This is an optimization exercise on Yosys and OpenROAD, whose aim is small area, a short achievable clock period and few clock cycles per item, not a production implementation. In this exercise RTL edits were held to simulation tests only and were not proved equivalent to the original. No activity file was given, so power comes from the tool's default toggle rates.

==> flow/run.sh <==
#!/bin/bash
# synth_recipe.tcl (not shown) runs the flow's synth.tcl, then flattens the netlist and writes it again
# the make line also repeats each setting of config.mk as NAME=value (left out here)
make -C /OpenROAD-flow-scripts/flow DESIGN_CONFIG=/design/flow/config.mk WORK_HOME=/design/flow/orfs CLKGATE_MAP_FILE= SYNTH_SCRIPT=/design/flow/synth_recipe.tcl finish
==> flow/config.mk <==
export PLATFORM = sky130hd
export DESIGN_NAME = tilt_eq
export DESIGN_NICKNAME = tilt_eq
export VERILOG_FILES = /design/flow/design.v
export SDC_FILE = /design/flow/constraint.sdc
export NUM_CORES = 4
export LEC_CHECK = 0
export CAP_MARGIN = 20
export CORE_MARGIN = 2
export CORE_UTILIZATION = 40
export SLEW_MARGIN = 20
==> flow/constraint.sdc <==
create_clock -name core_clock -period 22.0 [get_ports {clk}]
set_input_delay 4.4000 -clock core_clock [delete_from_list [all_inputs] [get_ports {clk}]]
set_output_delay 4.4000 -clock core_clock [all_outputs]
set_load 0.01 [all_outputs]
==> flow/design.v <==
module fp_mul_pp (
    input  wire [31:0] a,
    input  wire [31:0] b,
    output wire [47:0] prod,
    output wire [26:0] ctl
);
    wire        sa = a[31];
    wire        sb = b[31];
    wire [7:0]  ea = a[30:23];
    wire [7:0]  eb = b[30:23];
    wire [22:0] fa = a[22:0];
    wire [22:0] fb = b[22:0];
    wire a_e0 = (ea == 8'h00);
    wire b_e0 = (eb == 8'h00);
    wire a_e1 = (ea == 8'hFF);
    wire b_e1 = (eb == 8'hFF);
    wire a_f0 = (fa == 23'd0);
    wire b_f0 = (fb == 23'd0);
    wire a_nan  = a_e1 & ~a_f0;
    wire b_nan  = b_e1 & ~b_f0;
    wire a_inf  = a_e1 & a_f0;
    wire b_inf  = b_e1 & b_f0;
    wire a_zero = a_e0 & a_f0;
    wire b_zero = b_e0 & b_f0;
    wire s = sa ^ sb;
    wire [23:0] ma = {~a_e0, fa};
    wire [23:0] mb = {~b_e0, fb};
    assign prod = ma * mb;
    wire sp_nan  = a_nan | b_nan | (a_inf & b_zero) | (a_zero & b_inf);
    wire sp_inf  = a_inf | b_inf;
    wire sp_zero = a_zero | b_zero | (a_e0 & b_e0);
    wire sp      = sp_nan | sp_inf | sp_zero;
    wire [1:0] sp_kind = sp_nan ? 2'd2 : sp_inf ? 2'd1 : 2'd0;
    wire [22:0] fsub = a_e0 ? fa : fb;
    reg  [4:0]  lz;
    integer i;
    always @* begin
        lz = 5'd23;
        for (i = 0; i < 23; i = i + 1)
            if (fsub[i]) lz = 5'd22 - i[4:0];
        lz = lz + 5'd1;
        if (!(a_e0 | b_e0)) lz = 5'd0;
    end
    wire signed [9:0] e0 = $signed({2'b0, a_e0 ? 8'd1 : ea}) + $signed({2'b0, b_e0 ? 8'd1 : eb}) - 10'sd127;
    wire signed [9:0] eb_n = e0 - $signed({5'd0, lz});
    wire nrm   = (eb_n >= 10'sd1);             
    wire rmode = ~nrm & (e0 < 10'sd1);         
    wire [9:0] rsh_full = 10'sd1 - e0;
    wire [5:0] rsh = (rsh_full > 10'd48) ? 6'd48 : rsh_full[5:0];
    wire [4:0] lsh = nrm ? lz : (rmode ? 5'd0 : e0[4:0] - 5'd1);
    wire ovf_hi  = nrm & (eb_n > 10'sd254);
    wire ovf_254 = nrm & (eb_n == 10'sd254);
    assign ctl = {s, sp, sp_kind, nrm, rmode, rsh, lsh, ovf_hi, ovf_254, eb_n[7:0]};
endmodule
module fp_mul_rnd (
    input  wire [47:0] prod,
    input  wire [26:0] ctl,
    output wire [31:0] y
);
    wire       s       = ctl[26];
    wire       sp      = ctl[25];
    wire [1:0] sp_kind = ctl[24:23];
    wire       nrm     = ctl[22];
    wire       rmode   = ctl[21];
    wire [5:0] rsh     = ctl[20:15];
    wire [4:0] lsh     = ctl[14:10];
    wire       ovf_hi  = ctl[9];
    wire       ovf_254 = ctl[8];
    wire [7:0] ebn     = ctl[7:0];
    wire [47:0] ql = prod << lsh;
    wire [47:0] qr = prod >> rsh;
    wire        rst_bits = rmode & ((qr << rsh) != prod);
    wire [47:0] q  = rmode ? qr : ql;
    wire        top   = q[47];
    wire [22:0] mant  = top ? q[46:24] : q[45:23];
    wire        guard = top ? q[23] : q[22];
    wire        stk   = (top ? (|q[22:0]) : (|q[21:0])) | rst_bits;
    wire [7:0]  ef    = nrm ? (ebn + {7'd0, top}) : {7'd0, q[46]};
    wire [30:0] pk    = {ef, mant} + {30'd0, guard & (stk | mant[0])};
    wire        ovf   = ovf_hi | (ovf_254 & top);
    assign y = sp ? (sp_kind == 2'd2 ? 32'h7FC00000 : sp_kind == 2'd1 ? {s, 8'hFF, 23'd0} : {s, 31'd0})
             : ovf ? {s, 8'hFF, 23'd0} : {s, pk};
endmodule
module fp_add_al (
    input  wire [31:0] a,
    input  wire [31:0] b,
    output wire [40:0] mid
);
    wire a_e1 = (a[30:23] == 8'hFF);
    wire b_e1 = (b[30:23] == 8'hFF);
    wire a_nan = a_e1 & (a[22:0] != 23'd0);
    wire b_nan = b_e1 & (b[22:0] != 23'd0);
    wire a_inf = a_e1 & (a[22:0] == 23'd0);
    wire b_inf = b_e1 & (b[22:0] == 23'd0);
    wire        swap = (b[30:0] > a[30:0]);
    wire [31:0] opl  = swap ? b : a;
    wire [31:0] ops  = swap ? a : b;
    wire        sl  = opl[31];
    wire        sub = opl[31] ^ ops[31];
    wire        l_e0 = (opl[30:23] == 8'h00);
    wire        s_e0 = (ops[30:23] == 8'h00);
    wire [7:0]  el = {opl[30:24], opl[23] | l_e0};
    wire [7:0]  es = {ops[30:24], ops[23] | s_e0};
    wire [23:0] ml = {~l_e0, opl[22:0]};
    wire [23:0] ms = {~s_e0, ops[22:0]};
    wire [7:0]  d = el - es;
    wire [26:0] ms_full  = {ms, 3'b000};
    wire [26:0] ms_shift = (d >= 8'd27) ? 27'd0 : (ms_full >> d[4:0]);
    wire        ms_lost  = (d >= 8'd27) ? (ms != 24'd0) : ((ms_shift << d[4:0]) != ms_full);
    wire [26:0] ms_ext   = {ms_shift[26:1], ms_shift[0] | ms_lost};
    wire [26:0] ml_ext   = {ml, 3'b000};
    wire [27:0] sum = sub ? ({1'b0, ml_ext} - {1'b0, ms_ext}) : ({1'b0, ml_ext} + {1'b0, ms_ext});
    wire sp_nan = a_nan | b_nan | (a_inf & b_inf & (a[31] ^ b[31]));
    wire sp_inf = a_inf | b_inf;
    wire sp_sgn = a_inf ? a[31] : b[31];
    assign mid = {sp_nan, sp_inf, sp_sgn, a[31] & b[31], sl, el, sum};
endmodule
module fp_add_nr (
    input  wire [40:0] mid,
    output wire [31:0] y
);
    wire        sp_nan = mid[40];
    wire        sp_inf = mid[39];
    wire        sp_sgn = mid[38];
    wire        zsgn   = mid[37];
    wire        sl     = mid[36];
    wire [7:0]  el     = mid[35:28];
    wire [27:0] sum    = mid[27:0];
    reg  [4:0]  lz;
    integer i;
    always @* begin
        lz = 5'd27;
        for (i = 0; i < 27; i = i + 1)
            if (sum[i]) lz = 5'd26 - i[4:0];
    end
    wire [7:0]  elm1 = el - 8'd1;
    wire        lim  = ({3'd0, lz} > elm1);
    wire [4:0]  lsh  = lim ? elm1[4:0] : lz;
    wire [26:0] nl   = sum[26:0] << lsh;
    wire        co    = sum[27];
    wire [22:0] mant  = co ? sum[26:4] : nl[25:3];
    wire        guard = co ? sum[3] : nl[2];
    wire        stk   = co ? (|sum[2:0]) : (|nl[1:0]);
    wire [7:0]  ef    = co ? el + 8'd1 : (lim ? 8'd0 : el - {3'd0, lsh});
    wire [30:0] pk    = {ef, mant} + {30'd0, guard & (stk | mant[0])};
    assign y = sp_nan ? 32'h7FC00000 :
               sp_inf ? {sp_sgn, 8'hFF, 23'd0} :
               (sum == 28'd0) ? {zsgn, 31'd0} :
               (co && el == 8'd254) ? {sl, 8'hFF, 23'd0} :
               {sl, pk};
endmodule
module tilt_eq (
    input  wire        clk,
    input  wire        rst,           
    input  wire        cfg_we,
    input  wire [3:0]  cfg_addr,
    input  wire [31:0] cfg_wdata,
    input  wire        prep,          
    input  wire        in_valid,
    output wire        in_ready,
    input  wire        in_ch,
    input  wire [31:0] in_data,
    output reg         out_valid,
    output reg         out_ch,
    output reg  [31:0] out_data,
    output reg         idle
);
    localparam [31:0] ONE = 32'h3F800000;
    function automatic [3:0] corder(input integer p);
        case (p % 10)
            0: corder = 4'd9;  1: corder = 4'd1;  2: corder = 4'd3;  3: corder = 4'd5;
            4: corder = 4'd2;  5: corder = 4'd4;  6: corder = 4'd6;  7: corder = 4'd8;
            8: corder = 4'd0;  default: corder = 4'd7;
        endcase
    endfunction
    integer i, j;
    reg  [9:0]  ph;
    reg         cfg_we_r, prep_r, clr_r;
    reg  [3:0]  cfg_addr_r;
    reg  [31:0] cfg_wdata_r;
    always @(posedge clk) begin
        if (rst) ph <= 10'b0001000000;        
        else     ph <= {ph[8:0], ph[9]};
        cfg_we_r    <= cfg_we & ~rst & (cfg_addr < 4'd10);
        cfg_addr_r  <= cfg_addr;
        cfg_wdata_r <= cfg_wdata;
        prep_r      <= prep & ~rst;
        clr_r       <= rst | prep;
    end
    assign in_ready = ph[6];
    reg [31:0] cr [0:9];
    reg [9:0]  cwe;       
    reg [9:0]  cone;      
    always @* begin
        for (j = 0; j < 10; j = j + 1) begin
            cwe[j]  = 1'b0;
            cone[j] = 1'b0;
            for (i = 0; i < 10; i = i + 1) begin
                if (ph[i] && corder(i + 1 + j) == cfg_addr_r) cwe[j] = 1'b1;
                if (ph[i] && (corder(i + 1 + j) == 4'd0 || corder(i + 1 + j) == 4'd5)) cone[j] = 1'b1;
            end
        end
    end
    always @(posedge clk) begin
        for (j = 0; j < 10; j = j + 1) begin
            if (clr_r)
                cr[j] <= cone[j] ? ONE : 32'd0;
            else if (cfg_we_r && cwe[j])
                cr[j] <= cfg_wdata_r;
            else
                cr[j] <= cr[(j + 1) % 10];
        end
    end
    reg  [31:0] x0;
    reg         vin, chin;        
    reg         va, cha;          
    reg         vb, chb;          
    reg  [1:0]  cnt;              
    wire acc  = in_valid & ph[6] & ~rst;
    wire outn = vb & ph[2];       
    always @(posedge clk) begin
        if (ph[6]) x0 <= in_data;
        if (rst) begin
            vin <= 1'b0; va <= 1'b0; vb <= 1'b0;
            out_valid <= 1'b0;
            cnt  <= 2'd0;
            idle <= 1'b1;
        end else begin
            if (ph[6]) begin vin <= in_valid; chin <= in_ch; end
            if (ph[7]) begin va <= vin; cha <= chin; end
            if (ph[2]) begin vb <= va; chb <= cha; end
            out_valid <= outn;
            cnt  <= cnt + {1'b0, acc} - {1'b0, outn};
            idle <= ~acc & (cnt == {1'b0, outn});
        end
    end
    reg  [31:0] y0, y1;
    wire [31:0] mdat = (ph[1] | ph[4] | ph[8]) ? x0 :
                       (ph[0] | ph[7])         ? y1 : y0;
    wire [47:0] m_prod;
    wire [26:0] m_ctl;
    reg  [47:0] m_prod_r;
    reg  [26:0] m_ctl_r;
    wire [31:0] m_y;
    reg  [31:0] mr, mr1;
    fp_mul_pp u_mpp (.a(mdat), .b(cr[0]), .prod(m_prod), .ctl(m_ctl));
    fp_mul_rnd u_mrn (.prod(m_prod_r), .ctl(m_ctl_r), .y(m_y));
    always @(posedge clk) begin
        m_prod_r <= m_prod;
        m_ctl_r  <= m_ctl;
        mr       <= m_y;
        mr1      <= mr;
    end
    reg [31:0] hist [0:7];
    reg  [31:0] ar;
    reg  [31:0] ax, ay;
    always @* begin
        case (1'b1)
            ph[0]:   begin ax = hist[{cha, 2'b00}]; ay = mr; end
            ph[1]:   begin ax = ar;                 ay = hist[{chb, 2'b11}]; end
            ph[5]:   begin ax = hist[{chb, 2'b10}]; ay = mr; end
            ph[6]:   begin ax = ar;                 ay = hist[{cha, 2'b01}]; end
            default: begin ax = mr1;                ay = {~mr[31], mr[30:0]}; end
        endcase
    end
    wire [40:0] a_mid;
    reg  [40:0] a_mid_r;
    wire [31:0] a_y;
    reg  [7:0]  a_wh;         
    reg         a_wy0, a_wy1;
    fp_add_al u_aal (.a(ax), .b(ay), .mid(a_mid));
    fp_add_nr u_anr (.mid(a_mid_r), .y(a_y));
    always @(posedge clk) begin
        a_mid_r <= a_mid;
        a_wy0   <= ph[0];
        a_wy1   <= ph[5];
        for (i = 0; i < 8; i = i + 1)
            a_wh[i] <= ~rst & (
                (ph[1] & vb & (i == {chb, 2'b10})) |
                (ph[2] & vb & (i == {chb, 2'b11})) |
                (ph[6] & va & (i == {cha, 2'b00})) |
                (ph[7] & va & (i == {cha, 2'b01})));
        ar <= a_y;
        if (a_wy0) y0 <= a_y;
        if (a_wy1) y1 <= a_y;
        for (i = 0; i < 8; i = i + 1)
            if (clr_r)        hist[i] <= 32'd0;
            else if (a_wh[i]) hist[i] <= a_y;
    end
    always @(posedge clk) begin
        if (ph[2]) begin
            out_data <= y1;
            out_ch   <= chb;
        end
    end
endmodule
==> notes.md <==
outcome complete, no violations; TNS Setup 0 ns; CTS tree done; Synth cell types 116; Max Clk Rate 65.0 MHz; CP Data Required Time 22.62 ns; first-pass GRT wire length 410000 um; Static Leakage 35.1 nW; Routed Wire Length 272000 um; Flop pwr share 21.8%; Die X 439 um; met3 wire length 15700 um; initial antenna violation count 4; Inserted Clock Buffers 105; Max Clock Skew 0.143 ns; wl on met1 110000 um; EDFF count, synth 132; Net Sw Frac 51.4%; startpoint of the worst hold path mr[6]$_SDFF_PP0_; power density cells 126 nW/um2; First DRT Iteration DRCs 6265; WS Path Type reg -> reg; top layer reached by signal wires met5; Chip Height 439 um; WP data arrival 16.00 ns; dpl hpwl 198000 um; Gate power share 60.0%; nets@finish 9248; largest area contributor in the netlist dfxtp_1; GPL Wtd Cong 1.02; vias in the first global route 64500; VDD IR-drop max 0.000127 V; top-count cell post-synth nand2_1; clock tree buffer depth 3; hold endpoint mr1[6]$_DFF_P_; pin count of the biggest net entering global routing 248; Critical path buffers and inverters 8; final slew viol count 0; area share of the leading cell type in the synthesized netlist 22.6%; Final Core Density 44.1%; Reg-to-Reg End a_mid_r[24]$_DFF_P_; Synth area leaders dfxtp_1 23%, fa_1 13%, mux2i_1 11%, edfxtp_1 5.2%, ha_1 4.8%; routed wl met2 132000 um; via count 64700; Final min period 15.38 ns; H-tree level count 3; Synth Area per Inst 8.76 um2; Hold Path Cell Cnt 0; DRC viols 0; RSZ-0062 raised after global routing false; # resized after CTS 0; Final Setup Violations 0; Initial Util 40.3%; vias per cell 5.89; Ports 110; clk slew on worst S/H paths 0.06 ns; Syn Nets 9487; Wirelength per Cell 24.8 um; register bit total from synthesis 985; ANT nets after route 0; CP max-delay cell o21ai_1; Mapped Cells 8637; hold buffers post-CTS 0; endpoint class of the critical path flop; worst hold path type reg -> reg; Synth async-reset ratio 0%; startpoint types flop; Die Area 193000 um2; GR Util All Layers 27.7%; share of cells above drive strength 1 8.51%; R2R setup slack 6.62 ns; area delta synth->final 9.45%; sequential share of the synthesized area 27.8%; DR pass1 iterations 8; final hold vios 0; CTS Sinks 985; clk root buf clkbuf_16; Post-synth top cells 926 x nand2_1, 909 x nor2_1, 853 x dfxtp_1, 796 x mux2i_1, 654 x inv_1; row count 159; Post-synth top flop dfxtp_1; Critical R2R Launch ph[6]$_SDFF_PP1_; Clk Latency, worst-skew pair 0.83 ns; normalized max-slew margin 13.3%; clock share of power 18.2%; Worst Tran Pin Value 1.29 ns; Ys Warns 7; internal power 5.08 mW; grt ovf 0; Core Region 188000 um2; Setup Buffers After CTS 0; cell family with most CP delay compound AO/OA/AOI/OAI gates; Reg2Reg Depth 50; Syn Std Cell Area 75600 um2; Max FO, Critical Path 57; Tcrit/Tclk final 69.9%; IO Port Bufs 109; crit-path max cell delay 0.75 ns; NetSw 5.38 mW; MaxCap Viol Count 0
==> final cells by class <==
type / instances / area [um2]
flip-flops and latches: 985 / 21100
repair buffers: 286 / 2440
diodes: 1 / 2.50
fillers: 18400 / 105000
multi-input cells: 6356 / 49900
clock inverters: 60 / 853
well taps: 2495 / 3120
inverters: 664 / 2490
clock buffers: 135 / 2890
==> cells in the final DEF (no fill, tap or decap), drive strengths merged, types with 24 or more instances in the layout <==
cell | synthesis | layout
a211oi | 81 | 81
a21o | 52 | 52
a21oi | 400 | 400
a221oi | 32 | 32
a22oi | 70 | 70
a31oi | 42 | 42
and2 | 241 | 241
and3 | 37 | 37
buf | 159 | 177
clkbuf | 473 | 135
clkdlybuf4s50 | 0 | 109
clkinv | 5 | 40
dfxtp | 853 | 853
edfxtp | 132 | 132
fa | 486 | 486
ha | 290 | 290
inv | 659 | 666
mux2 | 115 | 115
mux2i | 796 | 796
mux4 | 95 | 95
nand2 | 928 | 928
nand2b | 170 | 170
nand3 | 106 | 106
nand4 | 66 | 66
nor2 | 910 | 910
nor2b | 40 | 40
nor3 | 129 | 129
nor4 | 57 | 57
o211ai | 58 | 58
o21a | 24 | 24
o21ai | 360 | 360
o21bai | 52 | 52
o221ai | 29 | 29
o22ai | 137 | 137
o31ai | 38 | 38
o32ai | 32 | 32
or3 | 32 | 32
xnor2 | 116 | 116
xor2 | 46 | 46
==> worst max-delay path by stage <==
stage / start / end / depth (start not counted)
5_1_grt: ph[6]$_SDFF_PP1_ / a_mid_r[24]$_DFF_P_ / 50
2_1_floorplan: ph[6]$_SDFF_PP1_ / a_mid_r[24]$_DFF_P_ / 60
4_1_cts: ph[6]$_SDFF_PP1_ / a_mid_r[24]$_DFF_P_ / 50
6_report: ph[6]$_SDFF_PP1_ / a_mid_r[24]$_DFF_P_ / 50
3_5_place_dp: ph[6]$_SDFF_PP1_ / a_mid_r[24]$_DFF_P_ / 50
3_3_place_gp: ph[6]$_SDFF_PP1_ / a_mid_r[24]$_DFF_P_ / 50
==> power by group through the flow <==
stage	combinational, mW	sequential (mW)	clock, mW
6_report	6.28	2.28	1.90
5_1_grt	6.65	2.29	2.00
4_1_cts	6.15	2.27	1.93
3_5_place_dp	6.11	2.31	0
3_3_place_gp	6.15	2.32	0
2_1_floorplan	4.05	2.15	0
==> state kept, by name (all words and copies together) (netlist names), 8 cells and up <==
signal	flops
a_mid_r	41
a_wh	8
ar	32
cfg_wdata_r	32
cr	320
hist	256
m_ctl_r	27
m_prod_r	48
mr	32
mr1	32
out_data	32
ph	10
x0	32
y0	32
y1	32
==> cell families after synthesis <==
| group | after synthesis | share of synthesized area [%] |
|---|---|---|
| flip-flops | 985 | 27.8 |
| multiplexers | 1006 | 15.1 |
| AO/OA/AOI/OAI | 1628 | 14.2 |
| buffers and inverters | 1296 | 6.56 |
| XOR/XNOR | 162 | 1.88 |
| AND/OR/NAND/NOR | 2781 | 16.8 |
| adder cells (fa/ha/maj) | 779 | 17.7 |
==> metrics by stage <==
step           instance area [um2]  hold WS (ns)  std cells  setup WS (ns)  power [mW]
6_report                     82800         0.374      11000           6.62        10.5
5_1_grt                      82800         0.370      11000           5.76        10.9
4_1_cts                      82700         0.369      11000           6.99        10.4
3_5_place_dp                 79000         0.366      10800           7.03        8.43
3_3_place_gp                 78900         0.368      10800           7.07        8.47
2_1_floorplan                75600         0.330       8637           9.94        6.20
==> layer usage <==
| metal | up-vias | GRT usage (%) |
|---|---|---|
| li1 | 29300 | - |
| met1 | 32300 | 34.7 |
| met2 | 2457 | 47.6 |
| met3 | 633 | 3.34 |
| met4 | 6 | 13.0 |
| met5 | - | 0 |
Testbench counts, summed over its fixed seeds: cycles 66,634, items 6,601.

[static timing again, ports no longer ideal]
Ports are ideal in the flow. The routed layout listed here was re-timed in OpenROAD.
Step 1: set_driving_cell puts a clkbuf_16 on clk and a buf_2 on each other input, an assumption about the parent block.
Step 2, shift: input delay + t, output delay - t, t = (earliest + latest rising clock arrival at the registers) / 2. This alone moves slack from input paths to output paths.
Three values: ideal ports, drivers, drivers and shift; two values: the first two.
t, ns: 0.843
setup WS [ns]: 6.618 / 6.618 / 6.618
latest minus earliest clock arrival (ns): 0.143 / 0.143
After both steps this run still meets setup and hold. The setup slack of this run moves by 0.000 ns with the drivers and by 0.000 ns with both steps.
